Source: an optimization exercise on an open RTL-to-GDS flow (aim: small area, a short achievable clock period and few clock cycles). Production flows keep margins and buffers that such runs may drop. Where RTL was checked, it was by simulation tests only, not by an equivalence proof against the original. Only the layout flow was run in run 4; the RTL was not checked for function there. Power figures rest on the tool's default switching activity, not on a simulated workload.

<file path="flow/run.sh">
#!/bin/bash
# synth_recipe.tcl (not shown) runs the flow's synth.tcl, then flattens the netlist and writes it again
# the make line also repeats each setting of config.mk as NAME=value (left out here)
make -C /OpenROAD-flow-scripts/flow DESIGN_CONFIG=/design/flow/config.mk WORK_HOME=/design/flow/orfs CLKGATE_MAP_FILE= SYNTH_SCRIPT=/design/flow/synth_recipe.tcl finish
</file>
<file path="flow/config.mk">
export PLATFORM = sky130hd
export DESIGN_NAME = blcore
export DESIGN_NICKNAME = blcore
export VERILOG_FILES = /design/flow/design.v
export SDC_FILE = /design/flow/constraint.sdc
export NUM_CORES = 8
export LEC_CHECK = 0
export CAP_MARGIN = 20
export CORE_MARGIN = 2
export CORE_UTILIZATION = 50
export SETUP_SLACK_MARGIN = 5
export SLEW_MARGIN = 20
</file>
<file path="flow/constraint.sdc">
create_clock -name core_clock -period 17.5 [get_ports {clk}]
set_input_delay 3.5000 -clock core_clock [delete_from_list [all_inputs] [get_ports {clk}]]
set_output_delay 3.5000 -clock core_clock [all_outputs]
set_load 0.01 [all_outputs]
</file>
<file path="flow/design.v">
module blcore (
    input  wire        clk,
    input  wire        rst,
    input  wire        req,
    input  wire        we,
    input  wire [10:0] addr,
    input  wire [31:0] wdata,
    output wire        ack,
    output wire        berr,
    output wire [31:0] rdata
);
    localparam [10:0] A_CFG    = 11'h000;
    localparam [10:0] A_STATUS = 11'h004;
    localparam [10:0] A_CMD    = 11'h008;
    localparam [10:0] A_OPA    = 11'h00C;
    localparam [10:0] A_OPB    = 11'h010;
    localparam [10:0] A_RES    = 11'h014;
    localparam [10:0] A_SYM    = 11'h018;
    localparam [10:0] A_ERRPOS = 11'h020;
    localparam [3:0] E_NONE      = 4'd0;
    localparam [3:0] E_UNKCHAR   = 4'd1;
    localparam [3:0] E_TOOLARGE  = 4'd4;
    localparam [3:0] E_INVSYM    = 4'd5;
    localparam [3:0] E_OPRANGE   = 4'd6;
    localparam [3:0] E_ILLEGAL   = 4'd7;
    reg        cfg_mode;
    reg        cfg_profile;
    reg [3:0]  cfg_gate;
    reg [7:0]  cfg_fallback;
    reg [3:0]  st_err;
    reg        st_sticky;
    reg        ep_len;           
    reg [1:0]  ep_pos;           
    reg [31:0] opa;
    reg [31:0] opb;
    reg [24:0] res;              
    reg [23:0] sym;              
    reg [2:0]  sym_v;            
    reg [2047:0] tab;            
    reg        ph1;              
    reg        ph2;              
    reg [10:0] addr_q;
    reg [31:0] rdq;
    reg        berr_q;
    reg        p_rev, p_dec, p_xdec, p_pack, p_unpack, p_enc;
    reg        pend;             
    reg        pw16;             
    reg [18:0] enc_x;            
    function [7:0] alpha;
        input [6:0] i;
        begin
            if (i < 7'd10)       alpha = 8'h30 + {1'b0, i};
            else if (i < 7'd36)  alpha = 8'h61 + {1'b0, i} - 8'd10;
            else if (i < 7'd62)  alpha = 8'h41 + {1'b0, i} - 8'd36;
            else begin
                case (i)
                    7'd62:   alpha = 8'h21;   
                    7'd63:   alpha = 8'h40;   
                    7'd64:   alpha = 8'h24;   
                    7'd65:   alpha = 8'h25;   
                    7'd66:   alpha = 8'h3F;   
                    7'd67:   alpha = 8'h26;   
                    7'd68:   alpha = 8'h3C;   
                    7'd69:   alpha = 8'h28;   
                    default: alpha = 8'h29;   
                endcase
            end
        end
    endfunction
    function [7:0] sym_index;
        input [7:0] b;
        begin
            if (b >= 8'h30 && b <= 8'h39)      sym_index = {1'b1, b[6:0] - 7'h30};
            else if (b >= 8'h61 && b <= 8'h7A) sym_index = {1'b1, b[6:0] - 7'h61 + 7'd10};
            else if (b >= 8'h41 && b <= 8'h5A) sym_index = {1'b1, b[6:0] - 7'h41 + 7'd36};
            else begin
                case (b)
                    8'h21:   sym_index = {1'b1, 7'd62};
                    8'h40:   sym_index = {1'b1, 7'd63};
                    8'h24:   sym_index = {1'b1, 7'd64};
                    8'h25:   sym_index = {1'b1, 7'd65};
                    8'h3F:   sym_index = {1'b1, 7'd66};
                    8'h26:   sym_index = {1'b1, 7'd67};
                    8'h3C:   sym_index = {1'b1, 7'd68};
                    8'h28:   sym_index = {1'b1, 7'd69};
                    8'h29:   sym_index = {1'b1, 7'd70};
                    default: sym_index = 8'h00;
                endcase
            end
        end
    endfunction
    function [15:0] rev16;
        input [15:0] x;
        integer k;
        begin
            for (k = 0; k < 16; k = k + 1)
                rev16[k] = x[15 - k];
        end
    endfunction
    function [7:0] rev8;
        input [7:0] x;
        integer k;
        begin
            for (k = 0; k < 8; k = k + 1)
                rev8[k] = x[7 - k];
        end
    endfunction
    wire       go      = req && !rst;
    wire       lo0     = (addr[1:0] == 2'b00);
    wire [2:0] ar      = addr[4:2];
    wire       in_regs = lo0 && (addr[10:5] == 6'h00);
    wire fast_rd = !we && in_regs && (ar == 3'd1 || ar == 3'd5 || ar == 3'd6);
    wire fast_wr = we && lo0 && (addr[10] ||
                   (addr[9:5] == 5'h00 && (ar == 3'd0 || ar == 3'd2 || ar == 3'd3 ||
                                           ar == 3'd4 || ar == 3'd6)));
    wire fast     = pend ? (fast_rd && !addr[4]) : (fast_rd || fast_wr);
    assign ack  = go && (ph2 || (fast && !ph1));
    assign berr = berr_q;
    assign rdata = ph2 ? rdq
                 : (!addr[4] ? {26'h0, st_sticky, 1'b0, st_err}
                 : (!addr[3] ? {7'h0, res} : {8'h0, sym_rd}));
    function mapped_f;
        input [10:0] a;
        begin
            mapped_f = (a[1:0] == 2'b00) &&
                       (a[10] || (a == A_CFG) || (a == A_STATUS) || (a == A_CMD) ||
                        (a == A_OPA) || (a == A_OPB) || (a == A_RES) ||
                        (a == A_SYM) || (a == A_ERRPOS));
        end
    endfunction
    wire mapped   = mapped_f(addr);
    wire do_write = ack && we && mapped;
    wire do_cmd   = do_write && (addr == A_CMD);
    wire [7:0] tsel    = ph1 ? addr_q[9:2] : opa[7:0];
    wire [7:0] tab_rd  = tab[8*tsel +: 8];
    wire [7:0] op      = wdata[7:0];
    wire [1:0] wsel    = wdata[9:8];
    wire       rsv_bad = (wdata[31:10] != 22'h0) || (wsel == 2'b11);
    wire       op_ok   = (op[7:3] == 5'h00) || (op == 8'h0F);
    wire       illegal = rsv_bad || !op_ok;
    wire       w16     = (wsel == 2'b10) || ((wsel == 2'b00) && cfg_mode);
    wire       opa_hi16 = (opa[31:16] != 16'h0);
    wire       opa_hi8  = opa_hi16 || (opa[15:8] != 8'h0);
    wire       opa_over = w16 ? opa_hi16 : opa_hi8;
    wire o_rev    = (op[7:3] == 5'h00) && (op[2:0] == 3'd1);
    wire o_enc    = (op[7:3] == 5'h00) && (op[2:0] == 3'd2);
    wire o_dec    = (op[7:3] == 5'h00) && (op[2:0] == 3'd3);
    wire o_xenc   = (op[7:3] == 5'h00) && (op[2:0] == 3'd4);
    wire o_xdec   = (op[7:3] == 5'h00) && (op[2:0] == 3'd5);
    wire o_pack   = (op[7:3] == 5'h00) && (op[2:0] == 3'd6);
    wire o_unpack = (op[7:3] == 5'h00) && (op[2:0] == 3'd7);
    wire o_nop    = (op == 8'h00);
    wire o_clrerr = (op == 8'h0F);
    wire enc_big16 = (opa[31:19] != 13'h0) || (opa[18:0] > 19'd357910);
    wire enc_big8  = (opa[31:13] != 19'h0) || (opa[12:0] > 13'd5040);
    wire enc_big   = w16 ? enc_big16 : enc_big8;
    wire [7:0] si0 = {sym_v[0], sym[6:0]};
    wire [7:0] si1 = {sym_v[1], sym[14:8]};
    wire [7:0] si2 = {sym_v[2], sym[22:16]};
    wire [6:0] i0 = si0[6:0];
    wire [6:0] i1 = si1[6:0];
    wire [6:0] i2 = si2[6:0];
    wire       dec_bad = !si0[7] || !si1[7] || (w16 && !si2[7]);
    wire [1:0] dec_pos = !si0[7] ? 2'd0 : (!si1[7] ? 2'd1 : 2'd2);
    wire dec_over16 = (i0 > 7'd13) || ((i0 == 7'd13) && ((i1 != 7'd0) || (i2 > 7'd2)));
    wire dec_over8  = (i0 > 7'd3)  || ((i0 == 7'd3) && (i1 > 7'd42));
    wire dec_over   = w16 ? dec_over16 : dec_over8;
    wire opb_big = (opb[31:6] != 26'h0);
    wire opb_gt1 = (opb[5:1] != 5'h0);
    reg [3:0] c_err;
    reg       c_ep;
    always @(*) begin
        c_err = E_NONE;
        c_ep  = 1'b0;
        if (illegal)
            c_err = E_ILLEGAL;
        else if ((o_rev || o_xenc || o_unpack) && opa_over)
            c_err = E_OPRANGE;
        else if (o_enc && enc_big)
            c_err = E_OPRANGE;
        else if ((o_dec || o_xdec) && dec_bad) begin
            c_err = E_INVSYM;
            c_ep  = 1'b1;
        end else if (o_xdec && dec_over)
            c_err = E_OPRANGE;
        else if (o_pack) begin
            if (opa_hi8 || opb_big)     c_err = E_OPRANGE;
            else if (!tab_rd[7])        c_err = E_UNKCHAR;
            else if (!w16 && opb_gt1)   c_err = E_TOOLARGE;
        end
    end
    wire cmd_run    = do_cmd && (illegal || !o_nop);
    wire cmd_ok     = do_cmd && !illegal && (c_err == E_NONE);
    wire cmd_clrerr = !illegal && o_clrerr;
    wire [15:0] rev_opa_c = w16 ? rev16(opa[15:0]) : {8'h0, rev8(opa[7:0])};
    wire [18:0] dec_v16_r0 = {12'd0, i0[6:0]};
    wire [18:0] dec_v16_r1 = ~({8'd0, i0[6:0], 4'd0});
    wire [18:0] dec_v16_r2 = ~({6'd0, i0[6:0], 6'd0});
    wire [18:0] dec_v16_r3 = {2'd0, i0[6:0], 10'd0};
    wire [18:0] dec_v16_r4 = {i0[6:0], 12'd0};
    wire [18:0] dec_v16_r5 = ~({12'd0, i1[6:0]});
    wire [18:0] dec_v16_r6 = {9'd0, i1[6:0], 3'd0};
    wire [18:0] dec_v16_r7 = {6'd0, i1[6:0], 6'd0};
    wire [18:0] dec_v16_r8 = {12'd0, i2[6:0]};
    wire [18:0] dec_v16_k = 19'd3;
    wire [18:0] dec_v16_s0_0 = dec_v16_r0 ^ dec_v16_r1 ^ dec_v16_r2;
    wire [18:0] dec_v16_c0_0 = {((dec_v16_r0[17:0] & dec_v16_r1[17:0]) | (dec_v16_r0[17:0] & dec_v16_r2[17:0]) | (dec_v16_r1[17:0] & dec_v16_r2[17:0])), 1'b0};
    wire [18:0] dec_v16_s0_1 = dec_v16_r3 ^ dec_v16_r4 ^ dec_v16_r5;
    wire [18:0] dec_v16_c0_1 = {((dec_v16_r3[17:0] & dec_v16_r4[17:0]) | (dec_v16_r3[17:0] & dec_v16_r5[17:0]) | (dec_v16_r4[17:0] & dec_v16_r5[17:0])), 1'b0};
    wire [18:0] dec_v16_s0_2 = dec_v16_r6 ^ dec_v16_r7 ^ dec_v16_r8;
    wire [18:0] dec_v16_c0_2 = {((dec_v16_r6[17:0] & dec_v16_r7[17:0]) | (dec_v16_r6[17:0] & dec_v16_r8[17:0]) | (dec_v16_r7[17:0] & dec_v16_r8[17:0])), 1'b0};
    wire [18:0] dec_v16_s1_0 = dec_v16_s0_0 ^ dec_v16_c0_0 ^ dec_v16_s0_1;
    wire [18:0] dec_v16_c1_0 = {((dec_v16_s0_0[17:0] & dec_v16_c0_0[17:0]) | (dec_v16_s0_0[17:0] & dec_v16_s0_1[17:0]) | (dec_v16_c0_0[17:0] & dec_v16_s0_1[17:0])), 1'b0};
    wire [18:0] dec_v16_s1_1 = dec_v16_c0_1 ^ dec_v16_s0_2 ^ dec_v16_c0_2;
    wire [18:0] dec_v16_c1_1 = {((dec_v16_c0_1[17:0] & dec_v16_s0_2[17:0]) | (dec_v16_c0_1[17:0] & dec_v16_c0_2[17:0]) | (dec_v16_s0_2[17:0] & dec_v16_c0_2[17:0])), 1'b0};
    wire [18:0] dec_v16_s2_0 = dec_v16_s1_0 ^ dec_v16_c1_0 ^ dec_v16_s1_1;
    wire [18:0] dec_v16_c2_0 = {((dec_v16_s1_0[17:0] & dec_v16_c1_0[17:0]) | (dec_v16_s1_0[17:0] & dec_v16_s1_1[17:0]) | (dec_v16_c1_0[17:0] & dec_v16_s1_1[17:0])), 1'b0};
    wire [18:0] dec_v16_s3_0 = dec_v16_s2_0 ^ dec_v16_c2_0 ^ dec_v16_c1_1;
    wire [18:0] dec_v16_c3_0 = {((dec_v16_s2_0[17:0] & dec_v16_c2_0[17:0]) | (dec_v16_s2_0[17:0] & dec_v16_c1_1[17:0]) | (dec_v16_c2_0[17:0] & dec_v16_c1_1[17:0])), 1'b0};
    wire [18:0] dec_v16_s4_0 = dec_v16_s3_0 ^ dec_v16_c3_0 ^ dec_v16_k;
    wire [18:0] dec_v16_c4_0 = {((dec_v16_s3_0[17:0] & dec_v16_c3_0[17:0]) | (dec_v16_s3_0[17:0] & dec_v16_k[17:0]) | (dec_v16_c3_0[17:0] & dec_v16_k[17:0])), 1'b0};
    wire [18:0] dec_v16 = dec_v16_s4_0 + dec_v16_c4_0;
    wire [12:0] dec_v8_r0 = ~({6'd0, i0[6:0]});
    wire [12:0] dec_v8_r1 = {3'd0, i0[6:0], 3'd0};
    wire [12:0] dec_v8_r2 = {i0[6:0], 6'd0};
    wire [12:0] dec_v8_r3 = {6'd0, i1[6:0]};
    wire [12:0] dec_v8_k = 13'd1;
    wire [12:0] dec_v8_s0_0 = dec_v8_r0 ^ dec_v8_r1 ^ dec_v8_r2;
    wire [12:0] dec_v8_c0_0 = {((dec_v8_r0[11:0] & dec_v8_r1[11:0]) | (dec_v8_r0[11:0] & dec_v8_r2[11:0]) | (dec_v8_r1[11:0] & dec_v8_r2[11:0])), 1'b0};
    wire [12:0] dec_v8_s1_0 = dec_v8_s0_0 ^ dec_v8_c0_0 ^ dec_v8_r3;
    wire [12:0] dec_v8_c1_0 = {((dec_v8_s0_0[11:0] & dec_v8_c0_0[11:0]) | (dec_v8_s0_0[11:0] & dec_v8_r3[11:0]) | (dec_v8_c0_0[11:0] & dec_v8_r3[11:0])), 1'b0};
    wire [12:0] dec_v8_s2_0 = dec_v8_s1_0 ^ dec_v8_c1_0 ^ dec_v8_k;
    wire [12:0] dec_v8_c2_0 = {((dec_v8_s1_0[11:0] & dec_v8_c1_0[11:0]) | (dec_v8_s1_0[11:0] & dec_v8_k[11:0]) | (dec_v8_c1_0[11:0] & dec_v8_k[11:0])), 1'b0};
    wire [12:0] dec_v8 = dec_v8_s2_0 + dec_v8_c2_0;
    wire [18:0] dec_val = pw16 ? dec_v16 : {6'h0, dec_v8};
    wire [15:0] rev_dec = pw16 ? rev16(dec_v16[15:0]) : {8'h0, rev8(dec_v8[7:0])};
    wire [15:0] rev_opa = pw16 ? rev16(opa[15:0]) : {8'h0, rev8(opa[7:0])};
    wire [15:0] pack_word = pw16 ? {{3{cfg_profile}}, opb[5:0], tab_rd[6:0]}
                                 : {8'h00, opb[0], tab_rd[6:0]};
    wire [255:0] hit;
    genvar g;
    generate
        for (g = 0; g < 256; g = g + 1) begin : g_hit
            assign hit[g] = tab[8*g+7] && (tab[8*g +: 7] == opa[6:0]);
        end
    endgenerate
    wire [255:0] pv0 = hit;
    wire [127:0] pv1;  wire [127:0] pi1;
    wire [63:0]  pv2;  wire [127:0] pi2;
    wire [31:0]  pv3;  wire [95:0]  pi3;
    wire [15:0]  pv4;  wire [63:0]  pi4;
    wire [7:0]   pv5;  wire [39:0]  pi5;
    wire [3:0]   pv6;  wire [23:0]  pi6;
    wire [1:0]   pv7;  wire [13:0]  pi7;
    wire         pv8;  wire [7:0]   pi8;
    generate
        for (g = 0; g < 128; g = g + 1) begin : g_p1
            assign pv1[g] = pv0[2*g] | pv0[2*g+1];
            assign pi1[g] = !pv0[2*g];
        end
        for (g = 0; g < 64; g = g + 1) begin : g_p2
            assign pv2[g] = pv1[2*g] | pv1[2*g+1];
            assign pi2[2*g+1:2*g] = pv1[2*g] ? {1'b0, pi1[2*g]} : {1'b1, pi1[2*g+1]};
        end
        for (g = 0; g < 32; g = g + 1) begin : g_p3
            assign pv3[g] = pv2[2*g] | pv2[2*g+1];
            assign pi3[3*g+2:3*g] = pv2[2*g] ? {1'b0, pi2[4*g+1:4*g]} : {1'b1, pi2[4*g+3:4*g+2]};
        end
        for (g = 0; g < 16; g = g + 1) begin : g_p4
            assign pv4[g] = pv3[2*g] | pv3[2*g+1];
            assign pi4[4*g+3:4*g] = pv3[2*g] ? {1'b0, pi3[6*g+2:6*g]} : {1'b1, pi3[6*g+5:6*g+3]};
        end
        for (g = 0; g < 8; g = g + 1) begin : g_p5
            assign pv5[g] = pv4[2*g] | pv4[2*g+1];
            assign pi5[5*g+4:5*g] = pv4[2*g] ? {1'b0, pi4[8*g+3:8*g]} : {1'b1, pi4[8*g+7:8*g+4]};
        end
        for (g = 0; g < 4; g = g + 1) begin : g_p6
            assign pv6[g] = pv5[2*g] | pv5[2*g+1];
            assign pi6[6*g+5:6*g] = pv5[2*g] ? {1'b0, pi5[10*g+4:10*g]} : {1'b1, pi5[10*g+9:10*g+5]};
        end
        for (g = 0; g < 2; g = g + 1) begin : g_p7
            assign pv7[g] = pv6[2*g] | pv6[2*g+1];
            assign pi7[7*g+6:7*g] = pv6[2*g] ? {1'b0, pi6[12*g+5:12*g]} : {1'b1, pi6[12*g+11:12*g+6]};
        end
    endgenerate
    assign pv8 = pv7[0] | pv7[1];
    assign pi8 = pv7[0] ? {1'b0, pi7[6:0]} : {1'b1, pi7[13:7]};
    wire [7:0]  unp_char = pv8 ? pi8 : cfg_fallback;
    wire [24:0] unp_res  = {!pv8, unp_char, opa[15:0]};
    wire [24:0] p_res = ({25{p_rev}}    & {9'h0, rev_opa})
                      | ({25{p_dec}}    & {6'h0, dec_val})
                      | ({25{p_xdec}}   & {9'h0, rev_dec})
                      | ({25{p_pack}}   & {9'h0, pack_word})
                      | ({25{p_unpack}} & unp_res);
    wire [15:0] enc_pq_r0 = ~({12'd0, enc_x[18:15]});
    wire [15:0] enc_pq_r1 = ~({10'd0, enc_x[18:13]});
    wire [15:0] enc_pq_r2 = {8'd0, enc_x[18:11]};
    wire [15:0] enc_pq_r3 = ~({4'd0, enc_x[18:7]});
    wire [15:0] enc_pq_r4 = ~({2'd0, enc_x[18:5]});
    wire [15:0] enc_pq_r5 = {enc_x[17:2]};
    wire [15:0] enc_pq_r6 = ~({enc_x[15:0]});
    wire [15:0] enc_pq_r7 = {enc_x[12:0], 3'd0};
    wire [15:0] enc_pq_k = 16'd6;
    wire [15:0] enc_pq_s0_0 = enc_pq_r0 ^ enc_pq_r1 ^ enc_pq_r2;
    wire [15:0] enc_pq_c0_0 = {((enc_pq_r0[14:0] & enc_pq_r1[14:0]) | (enc_pq_r0[14:0] & enc_pq_r2[14:0]) | (enc_pq_r1[14:0] & enc_pq_r2[14:0])), 1'b0};
    wire [15:0] enc_pq_s0_1 = enc_pq_r3 ^ enc_pq_r4 ^ enc_pq_r5;
    wire [15:0] enc_pq_c0_1 = {((enc_pq_r3[14:0] & enc_pq_r4[14:0]) | (enc_pq_r3[14:0] & enc_pq_r5[14:0]) | (enc_pq_r4[14:0] & enc_pq_r5[14:0])), 1'b0};
    wire [15:0] enc_pq_s0_2 = enc_pq_r6 ^ enc_pq_r7 ^ enc_pq_k;
    wire [15:0] enc_pq_c0_2 = {((enc_pq_r6[14:0] & enc_pq_r7[14:0]) | (enc_pq_r6[14:0] & enc_pq_k[14:0]) | (enc_pq_r7[14:0] & enc_pq_k[14:0])), 1'b0};
    wire [15:0] enc_pq_s1_0 = enc_pq_s0_0 ^ enc_pq_c0_0 ^ enc_pq_s0_1;
    wire [15:0] enc_pq_c1_0 = {((enc_pq_s0_0[14:0] & enc_pq_c0_0[14:0]) | (enc_pq_s0_0[14:0] & enc_pq_s0_1[14:0]) | (enc_pq_c0_0[14:0] & enc_pq_s0_1[14:0])), 1'b0};
    wire [15:0] enc_pq_s1_1 = enc_pq_c0_1 ^ enc_pq_s0_2 ^ enc_pq_c0_2;
    wire [15:0] enc_pq_c1_1 = {((enc_pq_c0_1[14:0] & enc_pq_s0_2[14:0]) | (enc_pq_c0_1[14:0] & enc_pq_c0_2[14:0]) | (enc_pq_s0_2[14:0] & enc_pq_c0_2[14:0])), 1'b0};
    wire [15:0] enc_pq_s2_0 = enc_pq_s1_0 ^ enc_pq_c1_0 ^ enc_pq_s1_1;
    wire [15:0] enc_pq_c2_0 = {((enc_pq_s1_0[14:0] & enc_pq_c1_0[14:0]) | (enc_pq_s1_0[14:0] & enc_pq_s1_1[14:0]) | (enc_pq_c1_0[14:0] & enc_pq_s1_1[14:0])), 1'b0};
    wire [15:0] enc_pq_s3_0 = enc_pq_s2_0 ^ enc_pq_c2_0 ^ enc_pq_c1_1;
    wire [15:0] enc_pq_c3_0 = {((enc_pq_s2_0[14:0] & enc_pq_c2_0[14:0]) | (enc_pq_s2_0[14:0] & enc_pq_c1_1[14:0]) | (enc_pq_c2_0[14:0] & enc_pq_c1_1[14:0])), 1'b0};
    wire [15:0] enc_pq = enc_pq_s3_0 + enc_pq_c3_0;
    wire [6:0] enc_q = enc_pq[15:9];
    wire [20:0] enc_pd_r0 = {17'd0, enc_x[18:15]};
    wire [20:0] enc_pd_r1 = {15'd0, enc_x[18:13]};
    wire [20:0] enc_pd_r2 = {4'd0, enc_x[18:2]};
    wire [20:0] enc_pd_r3 = ~({2'd0, enc_x[18:0]});
    wire [20:0] enc_pd_r4 = {enc_x[18:0], 2'd0};
    wire [20:0] enc_pd_k = 21'd3;
    wire [20:0] enc_pd_s0_0 = enc_pd_r0 ^ enc_pd_r1 ^ enc_pd_r2;
    wire [20:0] enc_pd_c0_0 = {((enc_pd_r0[19:0] & enc_pd_r1[19:0]) | (enc_pd_r0[19:0] & enc_pd_r2[19:0]) | (enc_pd_r1[19:0] & enc_pd_r2[19:0])), 1'b0};
    wire [20:0] enc_pd_s0_1 = enc_pd_r3 ^ enc_pd_r4 ^ enc_pd_k;
    wire [20:0] enc_pd_c0_1 = {((enc_pd_r3[19:0] & enc_pd_r4[19:0]) | (enc_pd_r3[19:0] & enc_pd_k[19:0]) | (enc_pd_r4[19:0] & enc_pd_k[19:0])), 1'b0};
    wire [20:0] enc_pd_s1_0 = enc_pd_s0_0 ^ enc_pd_c0_0 ^ enc_pd_s0_1;
    wire [20:0] enc_pd_c1_0 = {((enc_pd_s0_0[19:0] & enc_pd_c0_0[19:0]) | (enc_pd_s0_0[19:0] & enc_pd_s0_1[19:0]) | (enc_pd_c0_0[19:0] & enc_pd_s0_1[19:0])), 1'b0};
    wire [20:0] enc_pd_s2_0 = enc_pd_s1_0 ^ enc_pd_c1_0 ^ enc_pd_c0_1;
    wire [20:0] enc_pd_c2_0 = {((enc_pd_s1_0[19:0] & enc_pd_c1_0[19:0]) | (enc_pd_s1_0[19:0] & enc_pd_c0_1[19:0]) | (enc_pd_c1_0[19:0] & enc_pd_c0_1[19:0])), 1'b0};
    wire [20:0] enc_pd = enc_pd_s2_0 + enc_pd_c2_0;
    wire [6:0] enc_d2 = enc_pd[20:14];
    wire [6:0] enc_d0_r0 = enc_x[6:0];
    wire [6:0] enc_d0_r1 = {enc_q[6:0]};
    wire [6:0] enc_d0_r2 = ~({enc_q[3:0], 3'd0});
    wire [6:0] enc_d0_r3 = ~({enc_q[0:0], 6'd0});
    wire [6:0] enc_d0_k = 7'd2;
    wire [6:0] enc_d0_s0_0 = enc_d0_r0 ^ enc_d0_r1 ^ enc_d0_r2;
    wire [6:0] enc_d0_c0_0 = {((enc_d0_r0[5:0] & enc_d0_r1[5:0]) | (enc_d0_r0[5:0] & enc_d0_r2[5:0]) | (enc_d0_r1[5:0] & enc_d0_r2[5:0])), 1'b0};
    wire [6:0] enc_d0_s1_0 = enc_d0_s0_0 ^ enc_d0_c0_0 ^ enc_d0_r3;
    wire [6:0] enc_d0_c1_0 = {((enc_d0_s0_0[5:0] & enc_d0_c0_0[5:0]) | (enc_d0_s0_0[5:0] & enc_d0_r3[5:0]) | (enc_d0_c0_0[5:0] & enc_d0_r3[5:0])), 1'b0};
    wire [6:0] enc_d0_s2_0 = enc_d0_s1_0 ^ enc_d0_c1_0 ^ enc_d0_k;
    wire [6:0] enc_d0_c2_0 = {((enc_d0_s1_0[5:0] & enc_d0_c1_0[5:0]) | (enc_d0_s1_0[5:0] & enc_d0_k[5:0]) | (enc_d0_c1_0[5:0] & enc_d0_k[5:0])), 1'b0};
    wire [6:0] enc_d0 = enc_d0_s2_0 + enc_d0_c2_0;
    wire [6:0] enc_d1_r0 = enc_q;
    wire [6:0] enc_d1_r1 = {enc_d2[6:0]};
    wire [6:0] enc_d1_r2 = ~({enc_d2[3:0], 3'd0});
    wire [6:0] enc_d1_r3 = ~({enc_d2[0:0], 6'd0});
    wire [6:0] enc_d1_k = 7'd2;
    wire [6:0] enc_d1_s0_0 = enc_d1_r0 ^ enc_d1_r1 ^ enc_d1_r2;
    wire [6:0] enc_d1_c0_0 = {((enc_d1_r0[5:0] & enc_d1_r1[5:0]) | (enc_d1_r0[5:0] & enc_d1_r2[5:0]) | (enc_d1_r1[5:0] & enc_d1_r2[5:0])), 1'b0};
    wire [6:0] enc_d1_s1_0 = enc_d1_s0_0 ^ enc_d1_c0_0 ^ enc_d1_r3;
    wire [6:0] enc_d1_c1_0 = {((enc_d1_s0_0[5:0] & enc_d1_c0_0[5:0]) | (enc_d1_s0_0[5:0] & enc_d1_r3[5:0]) | (enc_d1_c0_0[5:0] & enc_d1_r3[5:0])), 1'b0};
    wire [6:0] enc_d1_s2_0 = enc_d1_s1_0 ^ enc_d1_c1_0 ^ enc_d1_k;
    wire [6:0] enc_d1_c2_0 = {((enc_d1_s1_0[5:0] & enc_d1_c1_0[5:0]) | (enc_d1_s1_0[5:0] & enc_d1_k[5:0]) | (enc_d1_c1_0[5:0] & enc_d1_k[5:0])), 1'b0};
    wire [6:0] enc_d1 = enc_d1_s2_0 + enc_d1_c2_0;
    wire [23:0] enc_sym = pw16 ? {1'b0, enc_d0, 1'b0, enc_d1, 1'b0, enc_d2}
                               : {8'h00, 1'b0, enc_d0, 1'b0, enc_d1};
    wire [23:0] sym_rd = {sym_v[2] ? alpha(sym[22:16]) : sym[23:16],
                          sym_v[1] ? alpha(sym[14:8])  : sym[15:8],
                          sym_v[0] ? alpha(sym[6:0])   : sym[7:0]};
    wire [7:0]  swi0 = sym_index(wdata[7:0]);
    wire [7:0]  swi1 = sym_index(wdata[15:8]);
    wire [7:0]  swi2 = sym_index(wdata[23:16]);
    wire [23:0] sym_wr = {swi2[7] ? {1'b0, swi2[6:0]} : wdata[23:16],
                          swi1[7] ? {1'b0, swi1[6:0]} : wdata[15:8],
                          swi0[7] ? {1'b0, swi0[6:0]} : wdata[7:0]};
    reg [31:0] slow_rd;
    always @(*) begin
        slow_rd = 32'h0;
        if (addr_q[10])
            slow_rd = {24'h0, tab_rd};
        else begin
            case (addr_q)
                A_CFG:    slow_rd = {16'h0, cfg_fallback, 2'b00, cfg_gate, cfg_profile, cfg_mode};
                A_STATUS: slow_rd = {26'h0, st_sticky, 1'b0, st_err};
                A_OPA:    slow_rd = opa;
                A_OPB:    slow_rd = opb;
                A_RES:    slow_rd = {7'h0, res};
                A_SYM:    slow_rd = {8'h0, sym_rd};
                A_ERRPOS: slow_rd = {15'h0, ep_len, 14'h0, ep_pos};
                default:  slow_rd = 32'h0;
            endcase
        end
    end
    always @(posedge clk) begin
        addr_q <= addr;
        if (rst || !req || ack) begin
            ph1 <= 1'b0;
            ph2 <= 1'b0;
        end else begin
            ph1 <= !ph1 && !ph2;
            ph2 <= ph1;
        end
        if (ph1) begin
            rdq    <= slow_rd;
            berr_q <= !mapped_f(addr_q);
        end else begin
            berr_q <= 1'b0;
        end
    end
    wire       tab_wr = do_write && addr[10];
    wire [7:0] tab_wd = wdata[7:0] & {8{!rst}};
    generate
        for (g = 0; g < 256; g = g + 1) begin : g_tab
            always @(posedge clk)
                if (rst || (tab_wr && addr[9:2] == g))
                    tab[8*g +: 8] <= tab_wd;
        end
    endgenerate
    always @(posedge clk) begin
        if (rst) begin
            cfg_mode     <= 1'b1;
            cfg_profile  <= 1'b0;
            cfg_gate     <= 4'h0;
            cfg_fallback <= 8'h20;
            st_err       <= 4'h0;
            st_sticky    <= 1'b0;
            ep_len       <= 1'b0;
            ep_pos       <= 2'd0;
            opa          <= 32'h0;
            opb          <= 32'h0;
            res          <= 25'h0;
            sym          <= 24'h0;
            sym_v        <= 3'b000;
            p_rev        <= 1'b0;
            p_dec        <= 1'b0;
            p_xdec       <= 1'b0;
            p_pack       <= 1'b0;
            p_unpack     <= 1'b0;
            p_enc        <= 1'b0;
            pend         <= 1'b0;
        end else begin
            if (p_rev || p_dec || p_xdec || p_pack || p_unpack)
                res <= p_res;
            if (p_enc) begin
                sym   <= enc_sym;
                sym_v <= {pw16, 2'b11};
            end
            p_rev    <= cmd_ok && o_rev;
            p_dec    <= cmd_ok && o_dec;
            p_xdec   <= cmd_ok && o_xdec;
            p_pack   <= cmd_ok && o_pack;
            p_unpack <= cmd_ok && o_unpack;
            p_enc    <= cmd_ok && (o_enc || o_xenc);
            pend     <= cmd_ok && !o_clrerr && !o_nop;
            if (do_write && !addr[10]) begin
                case (addr)
                    A_CFG: begin
                        cfg_mode     <= wdata[0];
                        cfg_profile  <= wdata[1];
                        cfg_gate     <= wdata[5:2];
                        cfg_fallback <= wdata[15:8];
                    end
                    A_OPA: opa <= wdata;
                    A_OPB: opb <= wdata;
                    A_SYM: begin
                        sym   <= sym_wr;
                        sym_v <= {swi2[7], swi1[7], swi0[7]};
                    end
                    default: ;
                endcase
            end
            if (cmd_run) begin
                st_err <= c_err;
                ep_len <= c_ep;
                ep_pos <= c_ep ? dec_pos : 2'd0;
                if (c_err != E_NONE) st_sticky <= 1'b1;
                else if (cmd_clrerr) st_sticky <= 1'b0;
            end
        end
    end
    always @(posedge clk) begin
        if (do_cmd) begin
            pw16  <= w16;
            enc_x <= o_xenc ? {3'b000, rev_opa_c} : opa[18:0];
        end
    end
endmodule
</file>
==> key figures, run 1 <==
Route
  – DRT antenna net count: 0
  – Vias per cell: 6.62
  – Detailed Route WL: 480 mm
  – DR pass1 iterations: 13
  – Routed vias: 96500
  – DRC violations left: 0
  – Iter 0 DRT Violations: 13500
  – Drt wl/cell: 32.9 um

STA
  – Fin crit share: 56.7%
  – Final Hold Viols: 0
  – Max-slew violations: 0
  – Slew at the pin closest to its max-slew limit: 1310 ps
  – Fin crit period: 9920 ps
  – Max-slew headroom: 10.4%
  – # setup viols final: 0
  – Worst-case clock skew: 88.4 ps
  – Setup TNS: 0 ps
  – RSZ-0062 raised after global routing: false
  – Max Clk Rate: 0.101 GHz

Finish
  – Fin area: 143000 um2
  – Final core utilization: 54.4%
  – Commonest non-fill, non-tap cell in the layout: edfxtp_1
  – Fillers: 22000
  – Syn-to-layout area delta: 8.52%
  – Final nets: 11300
  – Most frequent cells in the layout: edfxtp_1 (2100), xnor2_1 (1669), nand2_1 (1343)
  – Share of cells above drive strength 1: 10.6%

Synthesis
  – EDFF count, synth: 2100
  – Yosys warning count: 1
  – Post-synth ARST share: 0%
  – Syn avg cell area: 11.9 um2
  – Synth top area share: 48.0%
  – Top post-synthesis cells by area: edfxtp_1 (48%), xnor2_1 (11%), mux4_2 (7.7%)
  – Syn nets: 11500
  – Yosys reg bits: 2258
  – Leading area contributor after synthesis: edfxtp_1
  – Synth Cell Area: 131000 um2
  – Post-synthesis sequential area ratio: 50.4%
  – Synthesized instance count: 11000
  – Number of library cell types mapped by synthesis: 109
  – Predominant post-synthesis flop cell: edfxtp_1

Floorplan
  – Die extent in x: 517 um
  – Number of top-level pins: 81
  – Die Height: 517 um
  – Core area: 262000 um2
  – Num rows: 188
  – Initial Util: 50.2%
  – Die area: 267000 um2

Clocking
  – Clk sinks: 2258
  – Setup Buffers After CTS: 0
  – CTS buffer count: 244
  – CTS tree: yes
  – Htree depth: 4
  – # hold bufs at CTS: 0
  – Worst-path clk slew: 60 ps
  – Clock Path Buffers: 4
  – Post-CTS Resized: 0
  – Root buffer cell: clkbuf_16
  – Worst-Skew Late Latency: 950 ps

Placed design
  – PortBufs: 80
  – HPWL Detailed: 310 mm
  – DP Area: 135000 um2
  – Gpl congestion: 0.998

Worst setup path
  – Critical Path RT: 14000 ps
  – CP startpoint kind: primary input
  – Worst-path fanout max: 9
  – Crit Path Class: primary input to output port
  – Flop2flop setup slack: 9120 ps
  – WP data arrival: 6420 ps
  – CP endpoint kind: output port

Global routing
  – Total track usage: 35.2%
  – Antenna violations before repair: 23
  – Largest net degree at the start of global routing: 146
  – Grt ovf: 0
  – Global-route wire length before repair: 679 mm
  – Vias in the first global route: 93700

Hold path
  – Worst Hold Class: flip-flop to flip-flop

Pwr
  – Peak supply drop: 0.0000914 V
  – LEAKAGE: 47.9 nW
  – Power per Cell Area: 93.5 nW/um2
  – Total Power: 0.0133 W

Flow run
  – # Max-Cap Violations: 0

Status
  – Status: complete, no violations
-- state kept, by name (all words and copies together) (netlist names), 11 cells and up --
| name | count |
|---|---|
| tab | 2048 |
| opa | 32 |
| opb | 32 |
| rdq | 32 |
| res | 25 |
| sym | 24 |
| enc_x | 19 |
| addr_q | 11 |
-- kinds of logic (layout without fill, tap and decap cells) --
logic type / Yosys count / count (layout) / synth area share [%]
compound gates: 1598 / 1598 / 8.05
other cells: 0 / 21 / 0
flops: 2258 / 2258 / 50.4
buf+inv: 1186 / 1216 / 4.64
fa+ha+maj: 433 / 433 / 4.85
mux: 545 / 545 / 8.45
simple gates: 3117 / 3117 / 11.1
xor+xnor: 1873 / 1873 / 12.5
-- metrics by stage --
stage | hold slack (ps) | worst slack, ps | std cells
2_1_floorplan | 431 | 5970 | 11000
3_3_place_gp | 461 | 7670 | 14100
3_5_place_dp | 467 | 7670 | 14100
4_1_cts | 477 | 7660 | 14600
5_1_grt | 508 | 7490 | 14600
6_report | 475 | 7580 | 14600
-- worst paths after layout --
| kind | from | end | cells after the start |
|---|---|---|---|
| worst max-delay path | addr[6] | ack | 6 |
| worst min-delay path | opb[25] | opb[25] | 2 |
| worst max register to register | enc_x[15] | sym[22] | 29 |
| worst min register to register | opb[25] | opb[25] | 2 |
-- layer usage --
metal  wire [um]  GRT usage (%)
met5         120              0
met1      179000           45.5
met4       30500           19.3
met2      214000           54.6
met3       56400           8.74
-- power by group --
| part | total (W) | internal (W) | leakage [nW] | switching, W |
|---|---|---|---|---|
| Sequential | 0.00669 | 0.00636 | 21.6 | 0.000329 |
| Combinational | 0.00145 | 0.000562 | 22.5 | 0.000883 |
| Clock | 0.00520 | 0.00297 | 3.86 | 0.00223 |
| Total | 0.0133 | 0.00989 | 47.9 | 0.00344 |
-- Yosys cell counts (35+ instances only) --
| master | number |
|---|---|
| a211oi_1 | 126 |
| xor2_1 | 202 |
| o21ai_0 | 307 |
| o211ai_1 | 123 |
| a31oi_1 | 96 |
| clkbuf_1 | 279 |
| a21oi_1 | 427 |
| dfxtp_1 | 158 |
| buf_4 | 149 |
| nor2_1 | 571 |
| ha_1 | 302 |
| fa_1 | 129 |
| nand2_1 | 1343 |
| buf_2 | 160 |
| mux4_2 | 449 |
| and3_1 | 78 |
| nand3_1 | 187 |
| nor4_1 | 96 |
| buf_6 | 108 |
| a222oi_1 | 39 |
| nor3_1 | 96 |
| xnor2_1 | 1669 |
| nand4_1 | 522 |
| and2_1 | 35 |
| a311oi_1 | 104 |
| edfxtp_1 | 2100 |
| a21o_1 | 36 |
| inv_1 | 455 |
| mux2i_1 | 84 |
-- final cells by class --
| class | instances | area [um2] | share of cell area [%] |
|---|---|---|---|
| Antenna cell | 21 | 52.6 | 0.0368 |
| Clock buffer | 288 | 6360 | 4.46 |
| Clock inverter | 158 | 1500 | 1.05 |
| Inverter | 463 | 1750 | 1.23 |
| Multi-Input combinational cell | 7566 | 59600 | 41.8 |
| Sequential cell | 2258 | 66300 | 46.4 |
| Tap cell | 3515 | 4400 | 3.08 |
| Timing Repair Buffer | 307 | 2780 | 1.95 |
-- critical path: stages --
cell             delay [ps]
clkdlybuf4s50_1         670
or4_1                   870
o21ai_0                 290
o211ai_1                170
a21oi_1                 310
clkdlybuf4s50_1         600
Testbench counts, summed over its fixed seeds: cycles 56,088.
==> run 2: changes to the inputs <==
--- a/flow/config.mk
+++ b/flow/config.mk
@@ -9,3 +9,3 @@
 export CORE_MARGIN = 2
-export CORE_UTILIZATION = 50
+export CORE_UTILIZATION = 65
 export SETUP_SLACK_MARGIN = 5
==> run 2 against run 1 <==
Global-route usage increased by 8.4 points. Fmax shrank 0.57%. Cell area shrank 1.2%. Synthesized cell count unchanged. Hold slack better by 1.4 ps. Critical path type unchanged. Critical endpoint unchanged.
==> key figures, run 2 <==
Global routing
  – Vias in the first global route: 93500 (-0.30%)
  – Grt ovf: 0 (unchanged)
  – Antenna violations before repair: 15 (-35%)
  – Largest net degree at the start of global routing: 169 (+16%)
  – Global-route wire length before repair: 650 mm (-4.3%)
  – Total track usage: 43.7% (+8.4 points)

Floorplan
  – Number of top-level pins: 81 (unchanged)
  – Die extent in x: 454 um (-12%)
  – Num rows: 165 (-12%)
  – Initial Util: 65.2% (+15 points)
  – Core area: 202000 um2 (-23%)
  – Die Height: 454 um (-12%)
  – Die area: 206000 um2 (-23%)

STA
  – RSZ-0062 raised after global routing: false
  – Final Hold Viols: 0 (unchanged)
  – Max-slew headroom: 11.0% (+0.58 points)
  – Fin crit period: 9970 ps (+56.5 ps)
  – Worst-case clock skew: 57.8 ps (-30.6 ps)
  – Setup TNS: 0 ps (unchanged)
  – Fin crit share: 57.0% (+0.32 points)
  – Slew at the pin closest to its max-slew limit: 1320 ps (+14.7 ps)
  – # setup viols final: 0 (unchanged)
  – Max Clk Rate: 0.100 GHz (-0.57%)
  – Max-slew violations: 0 (unchanged)

Worst setup path
  – Critical Path RT: 14000 ps (about the same)
  – CP Cell Sequence: clkdlybuf4s50_1 -> or4_1 -> o21ai_0 -> o211ai_1 -> a21oi_1 -> clkdlybuf4s50_1
  – Most used cell, CP: clkdlybuf4s50_1
  – Buffers & Inverters on Critical Path: 2 (unchanged)
  – Top delay family on crit path: buffers and inverters
  – Reg2reg end: sym[6]
  – R2R depth: 27 (-6.9%)
  – CP max stage delay: 980 ps (+110 ps)
  – R2r startpoint: enc_x[15]
  – CP endpoint kind: output port
  – Flop2flop setup slack: 9150 ps (+30 ps)
  – Worst-path fanout max: 9 (unchanged)
  – Crit Path Class: primary input to output port
  – CP startpoint kind: primary input
  – Slowest stage cell, crit path: or4_1
  – WP data arrival: 6470 ps (+50 ps)

Hold path
  – Hold path cells: 2 (unchanged)
  – Worst Hold Class: flip-flop to flip-flop
  – HP Start: opb[16]
  – Worst hold endpoint: opb[16]

Route
  – Detailed Route WL: 454 mm (-5.4%)
  – Drt wl/cell: 33.1 um (+0.74%)
  – Vias per cell: 7.13 (+7.7%)
  – DR pass1 iterations: 12 (-1)
  – Routed vias: 97600 (+1.2%)
  – DRT antenna net count: 0 (unchanged)
  – Iter 0 DRT Violations: 15800 (+17%)
  – DRC violations left: 0 (unchanged)

Pwr
  – Total Power: 0.0130 W (-2.4%)
  – Power per Cell Area: 92.3 nW/um2 (-1.2%)
  – Peak supply drop: 0.000117 V (+28%)
  – LEAKAGE: 47.5 nW (-0.82%)

Synthesis
  – Yosys reg bits: 2258 (unchanged)
  – Syn nets: 11500 (unchanged)
  – Syn avg cell area: 11.9 um2 (unchanged)
  – EDFF count, synth: 2100 (unchanged)
  – Synth top cells by count: edfxtp_1 (2100), xnor2_1 (1669), nand2_1 (1343)
  – Number of library cell types mapped by synthesis: 109 (unchanged)
  – Predominant post-synthesis flop cell: edfxtp_1
  – Post-synth ARST share: 0% (unchanged)
  – Most common cell in the synthesized netlist: edfxtp_1
  – Leading area contributor after synthesis: edfxtp_1
  – Synthesized instance count: 11000 (unchanged)
  – Synth Cell Area: 131000 um2 (unchanged)
  – Yosys warning count: 1 (unchanged)
  – Top post-synthesis cells by area: edfxtp_1 (48%), xnor2_1 (11%), mux4_2 (7.7%)
  – Post-synthesis sequential area ratio: 50.4% (unchanged)
  – Synth top area share: 48.0% (unchanged)

Placed design
  – Cells after DPL: 13200 (-6.1%)
  – Gpl congestion: 1.03 (+3.7%)
  – HPWL Detailed: 293 mm (-5.7%)
  – PortBufs: 80 (unchanged)

Finish
  – Largest register by flop count: tab
  – Syn-to-layout area delta: 7.22%
  – Fillers: 14300 (-35%)
  – Max reg flops: 2048 (unchanged)
  – Most frequent cells in the layout: edfxtp_1 (2100), xnor2_1 (1669), nand2_1 (1343)
  – Commonest non-fill, non-tap cell in the layout: edfxtp_1
  – Share of cells above drive strength 1: 10.3% (-0.28 points)
  – Final nets: 11300 (-0.27%)
  – Final non-filler cell total: 13700 (-6.1%)

Clocking
  – Post-CTS Resized: 0 (unchanged)
  – CTS buffer count: 230 (-5.7%)
  – Setup Buffers After CTS: 0 (unchanged)
  – CTS tree: yes
  – Worst-path clk slew: 60 ps (about the same)
  – Clk sinks: 2258 (unchanged)
  – Worst-Skew Late Latency: 920 ps (-30 ps)
  – Htree depth: 4 (unchanged)
  – Clock Path Buffers: 3 (-1)
  – # hold bufs at CTS: 0 (unchanged)
  – Root buffer cell: clkbuf_16

Flow run
  – # Max-Cap Violations: 0 (unchanged)

Status
  – Status: complete, no violations
## run 2: cell types whose count changed in the layout (fill, tap and decap cells not counted), moves of 4 or more
cell	before	now
buf_4	203	190
buf_12	22	18
inv_16	1	5
diode_2	21	11
bufinv_16	26	17
clkinv_2	56	42
clkbuf_1	38	51
clkbuf_16	247	231
## run 2: worst max-delay path by stage
stage	from	to	cells past startpoint
finish	addr[8]	ack	6
global route	addr[8]	ack	6
CTS	addr[8]	ack	6
detailed placement	addr[8]	ack	6
global placement	addr[8]	ack	6
floorplan	rst	tab[1006]	3
## run 2: stage by stage
step | hold WS [ps] | instance area (um2) | util (%) | setup WS (ps)
6_report | 476 | 141000 | 69.9 | 7530
2_1_floorplan | 431 | 131000 | - | 5970
5_1_grt | 493 | 141000 | 69.9 | 7480
4_1_cts | 472 | 141000 | 69.8 | 7560
3_3_place_gp | 457 | 133000 | 66.2 | 7490
3_5_place_dp | 463 | 134000 | 66.2 | 7550
## run 2: worst register-to-register path, cell delays in order (launching register included)
cell	delay (ps)
edfxtp_1	840
inv_1	300
ha_1	440
fa_1	520
inv_1	60
fa_1	460
fa_1	490
inv_1	40
ha_1	290
a2111o_1	360
a31oi_1	210
or3_1	180
nand2_1	120
a211oi_1	360
xnor2_1	290
inv_1	120
fa_1	490
ha_1	290
inv_1	40
ha_1	260
ha_1	340
a21o_1	190
a21oi_1	180
xnor2_1	150
xnor3_1	280
or3_1	370
a311oi_1	470
nor3_1	80
## run 2: power breakdown
part           internal, W  leakage, nW  total [W]  switching [W]
logic             0.000561         22.4    0.00144       0.000879
clock network      0.00270         3.58    0.00489        0.00219
registers          0.00636         21.6    0.00669       0.000326
total              0.00962         47.5     0.0130        0.00340
## run 2: per-layer routing
metal / track usage (%) / up-vias / routed length, um
met5: 0.560 / - / 241
met4: 25.3 / 14 / 30800
met3: 13.3 / 1468 / 64800
met2: 63.4 / 7733 / 195000
met1: 58.5 / 48200 / 163000
li1: - / 40200 / -
## run 2: layout make-up
class	count	area, um2	share of cell area (%)
antenna	11	27.5	0.0195
clock buffer	286	6030	4.28
clock inverter	144	1340	0.951
inverter	463	1750	1.24
multi-input combinational	7566	59600	42.3
sequential	2258	66300	47.0
tap	2672	3340	2.37
timing repair buffer	290	2600	1.85
## run 2: cells by family (layout without fill, tap and decap cells)
kind of cell | Yosys count | in the layout | synth area share [%]
buf+inv | 1186 | 1183 | 4.64
xor+xnor | 1873 | 1873 | 12.5
flops | 2258 | 2258 | 50.4
compound gates | 1598 | 1598 | 8.05
simple gates | 3117 | 3117 | 11.1
other cells | 0 | 11 | 0
fa+ha+maj | 433 | 433 | 4.85
mux | 545 | 545 | 8.45
==> run 3: changes to the inputs <==
==> flow/flow/run.sh (new file) <==
#!/bin/bash
# Standard ORFS layout (the standard.sh) with the timing repair aimed
# below the clock period: repair_timing in floorplan, CTS and global route
# works towards setup slack SETUP_SLACK_MARGIN (ns) at the design's clock.
# The SDC, synthesis and every other step are the standard ones.
set -euo pipefail
MARGIN=$(cat flow/margin.txt)
bash standard.sh SETUP_SLACK_MARGIN=$MARGIN finish > flow_make.log 2>&1
==> flow/flow/margin.txt (new file) <==
9.5
==> flow/standard.sh (new file) <==
#!/bin/bash
# synth_recipe.tcl (not shown) runs the flow's synth.tcl, then flattens the netlist and writes it again
# the make line also repeats each setting of config.mk as NAME=value (left out here)
make -C /OpenROAD-flow-scripts/flow DESIGN_CONFIG=/design/flow/config.mk WORK_HOME=/design/flow/orfs CLKGATE_MAP_FILE= SYNTH_SCRIPT=/design/flow/synth_recipe.tcl "${@:-finish}"
--- a/flow/config.mk
+++ b/flow/config.mk
@@ -9,4 +9,3 @@
 export CORE_MARGIN = 2
-export CORE_UTILIZATION = 65
-export SETUP_SLACK_MARGIN = 5
+export CORE_UTILIZATION = 55
 export SLEW_MARGIN = 20
removed: flow/run.sh
==> run 3 against run 2 <==
First-iteration DRC count is 15% lower. Utilization decreased by 9.6 points. Cell count is 4.3% higher. Setup slack improved by 1600 ps. Global-route usage is 5.1 points lower. Cell area grew 1.8%. Clock skew is 11 ps higher. Highest routed layer unchanged. Non-clock buffer count is 75 higher. Still clean on timing, DRC and antenna. Total power rose by 4.6%. Register-to-register slack better by 550 ps.
==> key figures, run 3 <==
Status
  – Status: complete, no violations

Floorplan
  – Number of top-level pins: 81 (unchanged)
  – Core area: 238000 um2 (+18%)
  – Die extent in x: 493 um (+8.6%)
  – Die Height: 493 um (+8.6%)
  – Die area: 243000 um2 (+18%)
  – Initial Util: 55.3% (-9.9 points)
  – Num rows: 179 (+8.5%)

Finish
  – Commonest non-fill, non-tap cell in the layout: edfxtp_1
  – Most frequent cells in the layout: edfxtp_1 (2100), xnor2_1 (1667), nand2_1 (1341)
  – Max reg flops: 2048 (unchanged)
  – Share of cells above drive strength 1: 11.9% (+1.6 points)
  – Final non-filler cell total: 14300 (+4.3%)
  – Largest register by flop count: tab
  – Syn-to-layout area delta: 9.14%
  – Final core utilization: 60.3% (-9.6 points)
  – Final nets: 11400 (+0.72%)

STA
  – Max-slew headroom: 17.6% (+6.6 points)
  – Slew at the pin closest to its max-slew limit: 1230 ps (-86.8 ps)
  – Setup TNS: 0 ps (unchanged)
  – Worst-case clock skew: 68.5 ps (+10.7 ps)
  – Max-slew violations: 0 (unchanged)
  – # setup viols final: 0 (unchanged)
  – Fin crit share: 48.1% (-8.9 points)
  – RSZ-0062 raised after global routing: true
  – Max Clk Rate: 0.119 GHz (+18%)
  – Final Hold Viols: 0 (unchanged)
  – Fin crit period: 8420 ps (-1550 ps)

Synthesis
  – Syn nets: 11500 (unchanged)
  – Synth top cells by count: edfxtp_1 (2100), xnor2_1 (1669), nand2_1 (1343)
  – Synth top area share: 48.0% (unchanged)
  – Yosys warning count: 1 (unchanged)
  – Synth Area in Compound Gates: 8.05% (unchanged)
  – Leading area contributor after synthesis: edfxtp_1
  – Top post-synthesis cells by area: edfxtp_1 (48%), xnor2_1 (11%), mux4_2 (7.7%)
  – Combinational family with the most area after synthesis: XOR/XNOR gates
  – Most common cell in the synthesized netlist: edfxtp_1
  – EDFF count, synth: 2100 (unchanged)
  – Predominant post-synthesis flop cell: edfxtp_1
  – Post-Synth Simple-Gate Area: 11.1% (unchanged)
  – Syn avg cell area: 11.9 um2 (unchanged)
  – Post-synth ARST share: 0% (unchanged)
  – Post-Synth XOR/XNOR Area: 12.5% (unchanged)
  – Synth Area in Adders: 4.85% (unchanged)
  – Number of library cell types mapped by synthesis: 109 (unchanged)
  – Post-synthesis sequential area ratio: 50.4% (unchanged)
  – Post-synthesis mux area share: 8.45% (unchanged)
  – Synthesized instance count: 11000 (unchanged)
  – Synth Cell Area: 131000 um2 (unchanged)
  – Yosys reg bits: 2258 (unchanged)

Route
  – DRC violations left: 0 (unchanged)
  – Drt wl/cell: 33.5 um (+1.0%)
  – Vias per cell: 6.78 (-4.8%)
  – Routed vias: 96900 (-0.72%)
  – Iter 0 DRT Violations: 13500 (-15%)
  – Detailed Route WL: 478 mm (+5.4%)
  – DR pass1 iterations: 24 (+12)
  – DRT antenna net count: 0 (unchanged)

Hold path
  – HP Start: ep_len
  – Worst Hold Class: flip-flop to flip-flop

Global routing
  – Total track usage: 38.5% (-5.1 points)
  – Antenna violations before repair: 21 (+6)
  – Vias in the first global route: 93000 (-0.49%)
  – Global-route wire length before repair: 676 mm (+4.0%)
  – Grt ovf: 0 (unchanged)
  – Met3 Usage GRT: 9.47% (-3.8 points)
  – Largest net degree at the start of global routing: 151 (-11%)
  – M1 GR Usage: 53.0% (-5.5 points)
  – Met2 Usage GRT: 57.3% (-6.1 points)
  – Layer with the highest usage: met2

Worst setup path
  – WP data arrival: 4920 ps (-1550 ps)
  – CP startpoint kind: primary input
  – R2r startpoint: opa[3]
  – Buffers & Inverters on Critical Path: 2 (unchanged)
  – Crit Path Class: primary input to output port
  – Top delay family on crit path: simple AND/OR/NAND/NOR gates
  – CP endpoint kind: output port
  – Slowest stage cell, crit path: or4_4
  – CP Cell Sequence: buf_12 -> or4_4 -> o21ai_2 -> o211ai_1 -> a21oi_2 -> buf_2
  – CP max stage delay: 650 ps (-330 ps)
  – Worst-path fanout max: 2 (-7)
  – Critical Path RT: 14000 ps (about the same)
  – Crit path launch: addr[8]

Clocking
  – CTS tree: yes
  – Clock Path Buffers: 3 (unchanged)
  – Worst-Skew Late Latency: 950 ps (+30 ps)
  – CTS buffer count: 235 (+2.2%)
  – Root buffer cell: clkbuf_16
  – Htree depth: 4 (unchanged)
  – Worst-path clk slew: 60 ps (about the same)
  – Clk sinks: 2258 (unchanged)

Flow run
  – # Max-Cap Violations: 0 (unchanged)

Placed design
  – HPWL Detailed: 307 mm (+5.0%)
  – PortBufs: 80 (unchanged)
  – Gpl congestion: 0.986 (-4.7%)
  – Cells after DPL: 13800 (+3.9%)

Pwr
  – Peak supply drop: 0.000100 V (-14%)
  – LEAKAGE: 48.5 nW (+2.1%)
  – Power per Cell Area: 94.9 nW/um2 (+2.7%)
## run 3: per-layer routing
metal / vias to the layer above / part of all wire [%]
met5: - / 0.041
met4: 28 / 5.5
met3: 1163 / 12
met2: 6620 / 44
met1: 48700 / 39
li1: 40400 / -
## run 3: area by class of cell
type                    instances  area [um2]
inverters                     463        1790
repair buffers                365        3260
clock buffers                 275        6050
diodes                         16        40.0
clock inverters               172        2350
flip-flops and latches       2258       66300
fillers                     19100       94400
well taps                    3167        3960
multi-input cells            7567       59800
## run 3: cell families after synthesis
| group | Yosys count |
|---|---|
| multiplexers | 545 |
| flip-flops | 2258 |
| AO/OA/AOI/OAI | 1598 |
| XOR/XNOR | 1873 |
| AND/OR/NAND/NOR | 3117 |
| adder cells (fa/ha/maj) | 433 |
| buffers and inverters | 1186 |
## run 3: repair_timing
action,CTS,global route
cloned,2,1
pin swaps,10,20
gates resized for setup,150,72
hold buffers,0,0
setup endpoints to repair,29,141
setup buffers,28,23
## run 3: metrics by stage
step | hold WS (ps) | setup WS, ps | total power, W | cell area, um2
after floorplan | 431 | 8840 | 0.00758 | 132000
after global routing | 483 | 9020 | 0.0139 | 143000
after detailed placement | 456 | 7840 | 0.00819 | 134000
final | 470 | 9080 | 0.0136 | 143000
after CTS | 464 | 9060 | 0.0136 | 143000
after global placement | 457 | 7830 | 0.00816 | 134000
## run 3: worst min-delay path, delay by kind of cell, from the launching register on
family	cells	cell delay, ps
AND/OR/NAND/NOR	1	50
flip-flops	1	310
AO/OA/AOI/OAI	1	60
## run 3: final timing paths
path	endpoint	slack [ps]	cells past startpoint
worst min-delay path	ep_len	470	2
worst max-delay path	ack	9080	6
worst max register to register	res[18]	9700	14
worst min register to register	ep_len	470	2
## run 3: report_power, final
group          switching (W)  leakage, nW  internal (W)
Sequential          0.000323         21.6       0.00636
Combinational       0.000904         22.9      0.000569
Clock                0.00230         4.05       0.00316
Total                0.00352         48.5        0.0101
==> run 4: changes to the inputs <==
--- a/flow/design.v
+++ b/flow/design.v
@@ -110,8 +110,7 @@
     wire [2:0] ar      = addr[4:2];
-    wire       in_regs = lo0 && (addr[10:5] == 6'h00);
-    wire fast_rd = !we && in_regs && (ar == 3'd1 || ar == 3'd5 || ar == 3'd6);
-    wire fast_wr = we && lo0 && (addr[10] ||
-                   (addr[9:5] == 5'h00 && (ar == 3'd0 || ar == 3'd2 || ar == 3'd3 ||
-                                           ar == 3'd4 || ar == 3'd6)));
-    wire fast     = pend ? (fast_rd && !addr[4]) : (fast_rd || fast_wr);
+    wire hi0     = (addr[9:5] == 5'h00);
+    wire rd_ok   = (ar == 3'd1) || (!pend && (ar == 3'd5 || ar == 3'd6));
+    wire fast_rd = !we && lo0 && !addr[10] && hi0 && rd_ok;
+    wire fast_wr = we && lo0 && !pend && (addr[10] || (hi0 && ar != 3'd7));
+    wire fast    = fast_rd || fast_wr;
     assign ack  = go && (ph2 || (fast && !ph1));
@@ -134,3 +133,22 @@
     wire [7:0] tsel    = ph1 ? addr_q[9:2] : opa[7:0];
-    wire [7:0] tab_rd  = tab[8*tsel +: 8];
+    wire [15:0] tsel_lo, tsel_hi;
+    wire [7:0]  tab_rd;
+    genvar g, h, b;
+    generate
+        for (g = 0; g < 16; g = g + 1) begin : g_tdec
+            assign tsel_lo[g] = (tsel[3:0] == g);
+            assign tsel_hi[g] = (tsel[7:4] == g);
+        end
+        for (b = 0; b < 8; b = b + 1) begin : g_trd
+            wire [15:0] grp;
+            for (h = 0; h < 16; h = h + 1) begin : g_grp
+                wire [15:0] col;
+                for (g = 0; g < 16; g = g + 1) begin : g_col
+                    assign col[g] = tab[8*(16*h+g)+b] & tsel_lo[g];
+                end
+                assign grp[h] = (|col) & tsel_hi[h];
+            end
+            assign tab_rd[b] = |grp;
+        end
+    endgenerate
     wire [7:0] op      = wdata[7:0];
@@ -240,3 +258,2 @@
     wire [255:0] hit;
-    genvar g;
     generate
==> flow/flow/run.sh (replaced) <==
#!/bin/bash
# Standard ORFS layout (the standard.sh, unchanged synthesis) with:
# - timing repair (floorplan, CTS, global route) aimed below the clock
#   period: repair_timing works towards setup slack SETUP_SLACK_MARGIN ns
#   at the design's clock;
# - clock tree sinks clustered into larger groups and no dummy loads.
# The SDC and every other step are the standard ones. make's output goes to
# flow_make.log; each ORFS step keeps its own log under orfs/logs.
set -euo pipefail
MARGIN=$(cat flow/margin.txt)
CTS=$(cat flow/cts_args.txt)
bash standard.sh "SETUP_SLACK_MARGIN=$MARGIN" "CTS_ARGS=$CTS" finish > flow_make.log 2>&1
==> flow/flow/cts_args.txt (new file) <==
-sink_clustering_enable -repair_clock_nets -sink_clustering_size 20 -sink_clustering_max_diameter 60 -dont_use_dummy_load
==> flow/flow/margin.txt (replaced) <==
10.5
==> run 4 against run 3 <==
Still clean on timing, DRC and antenna. Setup slack lost 26 ps. Sequential share of layout area is 3.2 points higher. Synthesized area shrank 5.5%. Hold slack got worse by 2.3 ps. Routed wire length up 11%.
==> key figures, run 4 <==
Finish
  – Final nets: 10800 (-5.2%)
  – Fin area: 134000 um2 (-6.6%)
  – Max reg flops: 2048 (unchanged)
  – FF+latch area: 66300 um2 (about the same)
  – Commonest non-fill, non-tap cell in the layout: edfxtp_1
  – Syn-to-layout area delta: 7.89%
  – Fillers: 18200 (-4.7%)
  – Most frequent cells in the layout: edfxtp_1 (2100), xnor2_1 (1559), a22oi_1 (589)
  – Share of cells above drive strength 1: 9.14% (-2.8 points)
  – Multi-input logic area: 54000 um2 (-9.7%)
  – Largest register by flop count: tab

Global routing
  – Largest net degree at the start of global routing: 147 (-2.6%)
  – Antenna violations before repair: 41 (+95%)
  – Grt ovf: 0 (unchanged)
  – Vias in the first global route: 91400 (-1.7%)
  – Global-route wire length before repair: 725 mm (+7.3%)
  – Total track usage: 45.0% (+6.5 points)

STA
  – Fin crit share: 48.2% (+0.15 points)
  – Max Clk Rate: 0.118 GHz (-0.31%)
  – Final Hold Viols: 0 (unchanged)
  – Hold Slack: 468 ps (-2.26 ps)
  – Setup TNS: 0 ps (unchanged)
  – Max-slew violations: 0 (unchanged)
  – RSZ-0062 raised after global routing: true
  – Fin crit period: 8440 ps (+26.3 ps)
  – # setup viols final: 0 (unchanged)
  – Max-slew headroom: 5.76% (-12 points)
  – Slew at the pin closest to its max-slew limit: 1400 ps (+166 ps)
  – Worst-case clock skew: 120 ps (+51.2 ps)

Worst setup path
  – CP startpoint kind: primary input
  – Critical Path RT: 14000 ps (about the same)
  – Worst-path fanout max: 3 (+1)
  – WP data arrival: 4940 ps (+20 ps)
  – CP max stage delay: 530 ps (-120 ps)
  – Slowest stage cell, crit path: or4b_4
  – CP endpoint kind: output port
  – CP Cell Sequence: buf_8 -> or4b_4 -> o211ai_1 -> a21oi_2 -> nor3_2 -> o21a_1 -> buf_2
  – Crit Path Class: primary input to output port

Pwr
  – Comb pwr share: 10.7% (about the same)
  – Sw power: 0.00305 W (-13%)
  – Seq pwr share: 58.2% (+9.1 points)
  – Share of power burned in the clock network: 31.2% (-8.9 points)
  – Cell internal pwr: 0.00853 W (-15%)
  – Power per Cell Area: 86.4 nW/um2 (-8.9%)
  – Peak supply drop: 0.000109 V (+9.3%)
  – Switch share: 26.3% (+0.45 points)
  – LEAKAGE: 45.0 nW (-7.2%)

Clocking
  – Worst-path clk slew: 70 ps (about the same)
  – Worst-Skew Late Latency: 880 ps (-70 ps)
  – Clk sinks: 2258 (unchanged)
  – Htree depth: 4 (unchanged)
  – # hold bufs at CTS: 0 (unchanged)
  – CTS tree: yes
  – Clock Path Buffers: 3 (unchanged)
  – CTS buffer count: 176 (-25%)
  – Root buffer cell: clkbuf_16

Route
  – Detailed Route WL: 532 mm (+11%)
  – DRC violations left: 0 (unchanged)
  – Routed vias: 97700 (+0.80%)
  – Vias per cell: 7.33 (+8.0%)
  – Drt wl/cell: 39.9 um (+19%)
  – DRT antenna net count: 0 (unchanged)
  – DR pass1 iterations: 10 (-58%)
  – Iter 0 DRT Violations: 17200 (+27%)

Synthesis
  – Synth top area share: 50.7% (+2.8 points)
  – Top post-synthesis cells by area: edfxtp_1 (51%), xnor2_1 (11%), a22oi_1 (3.6%)
  – Synthesized instance count: 10300 (-6.2%)
  – Synth top cells by count: edfxtp_1 (2100), xnor2_1 (1565), nor2_1 (613)
  – Syn nets: 10800 (-6.0%)
  – Synth Area in Adders: 5.13% (+0.27 points)
  – Number of library cell types mapped by synthesis: 110 (+0.92%)
  – Synth Cell Area: 124000 um2 (-5.5%)
  – Most common cell in the synthesized netlist: edfxtp_1
  – Yosys reg bits: 2258 (unchanged)
  – Yosys warning count: 1 (unchanged)
  – Predominant post-synthesis flop cell: edfxtp_1
  – EDFF count, synth: 2100 (unchanged)
  – Synth Area in Compound Gates: 13.7% (+5.7 points)
  – Post-synthesis mux area share: 0.586% (-7.9 points)
  – Post-Synth XOR/XNOR Area: 13.3% (+0.80 points)
  – Post-Synth Simple-Gate Area: 9.49% (-1.6 points)
  – Syn avg cell area: 12.0 um2 (+0.80%)
  – Combinational family with the most area after synthesis: compound AO/OA/AOI/OAI gates
  – Post-synthesis sequential area ratio: 53.3% (+2.9 points)
  – Leading area contributor after synthesis: edfxtp_1
  – Post-synth ARST share: 0% (unchanged)

Floorplan
  – Die area: 230000 um2 (-5.4%)
  – Num rows: 174 (-2.8%)
  – Die Height: 479 um (-2.8%)
  – Die extent in x: 479 um (-2.8%)
  – Core area: 225000 um2 (-5.5%)
  – Initial Util: 55.3% (about the same)
  – Number of top-level pins: 81 (unchanged)

Placed design
  – PortBufs: 80 (unchanged)
  – DP Area: 128000 um2 (-5.1%)
  – Gpl congestion: 1.02 (+3.8%)
  – HPWL Detailed: 348 mm (+13%)

Flow run
  – # Max-Cap Violations: 0 (unchanged)

Hold path
  – Worst Hold Class: flip-flop to flip-flop

Status
  – Status: complete, no violations
==> run 4: changes by cell type after synthesis, moves of 104 or more <==
cell / delta
a21oi_1: -148
a21o_1: +181
buf_4: -104
a22oi_1: +578
nand2_1: -827
xor2_1: +112
a22o_1: +172
mux4_2: -449
xnor2_1: -104
==> run 4: area by class of cell <==
class | count | share of cell area, %
Sequential cell | 2258 | 49.4
Tap cell | 2992 | 2.79
Clock buffer | 176 | 3.29
Antenna cell | 42 | 0.0784
Multi-Input combinational cell | 7029 | 40.2
Inverter | 378 | 1.09
Timing Repair Buffer | 456 | 3.09
==> run 4: layer usage <==
metal / part of all wire, % / GRT usage, %
met1: 36 / 58.5
met2: 42 / 64.7
met3: 14 / 15.1
met4: 7.6 / 28.6
met5: 0.067 / 0.373
==> run 4: what timing repair did <==
action / CTS / global route
pin swaps: 73 / 70
buffers inserted: 71 / 39
endpoints found under the hold margin: 0 / 0
setup endpoints to repair: 2007 / 52
resized for setup: 324 / 83
cloned: 5 / 1
==> run 4: path summary, 6_finish.rpt <==
kind	depth (start not counted)	startpoint	end	slack, ps
worst min-delay path	2	ep_pos[1]	ep_pos[1]	470
worst max-delay path	7	addr[1]	ack	9060
worst min register to register	2	ep_pos[1]	ep_pos[1]	470
worst max register to register	30	enc_x[10]	sym[14]	10290
==> run 4: power by group through the flow <==
stage | registers, W | clock network (W) | logic (W)
6_report | 0.00673 | 0.00361 | 0.00124
5_1_grt | 0.00675 | 0.00378 | 0.00126
4_1_cts | 0.00671 | 0.00360 | 0.00117
3_5_place_dp | 0.00683 | 0 | 0.00115
3_3_place_gp | 0.00682 | 0 | 0.00113
2_1_floorplan | 0.00667 | 0 | 0.000664
==> run 4: per-stage QoR <==
step,std cells,power [W],utilization (%),worst slack [ps]
2_1_floorplan,10300,0.00733,-,8850
3_3_place_gp,13000,0.00795,56.7,7620
3_5_place_dp,13000,0.00797,56.8,7740
4_1_cts,13200,0.0115,59.3,9010
5_1_grt,13300,0.0118,59.6,9030
6_report,13300,0.0116,59.7,9060
==> run 4: worst max-delay path: cells and delay by family <==
kind	cells	cell delay, ps
AO/OA/AOI/OAI	3	550
buffers and inverters	2	240
AND/OR/NAND/NOR	2	660
==> run 4: logic make-up after synthesis <==
| family | Yosys count |
|---|---|
| simple gates | 2328 |
| compound gates | 2313 |
| flops | 2258 |
| xor+xnor | 1882 |
| buf+inv | 1038 |
| fa+ha+maj | 434 |
| mux | 71 |

==> what the ideal ports hide <==
No port has a modelled driver above. Below, the same layouts with a new extraction and two added sets of constraints. Step 1 sets driving cells, clkbuf_16 on the clock port and buf_2 on the other inputs (assumed; they add their load-dependent delay and slew). Step 2 also shifts input and output timing later by t, the mid clock arrival at the registers, as if the neighbouring blocks saw the same clock. a / b / c = ideal / step 1 / step 2; a / b = the first two.
run	shift t [ns]	slack for setup (ns)
run 1	1.015	7.584 / 7.513 / 7.513
run 2	0.993	7.528 / 7.506 / 7.506
run 3	1.002	9.083 / 9.011 / 8.436
run 4	0.912	9.057 / 8.970 / 8.970
After both steps setup and hold are still met in every run listed.
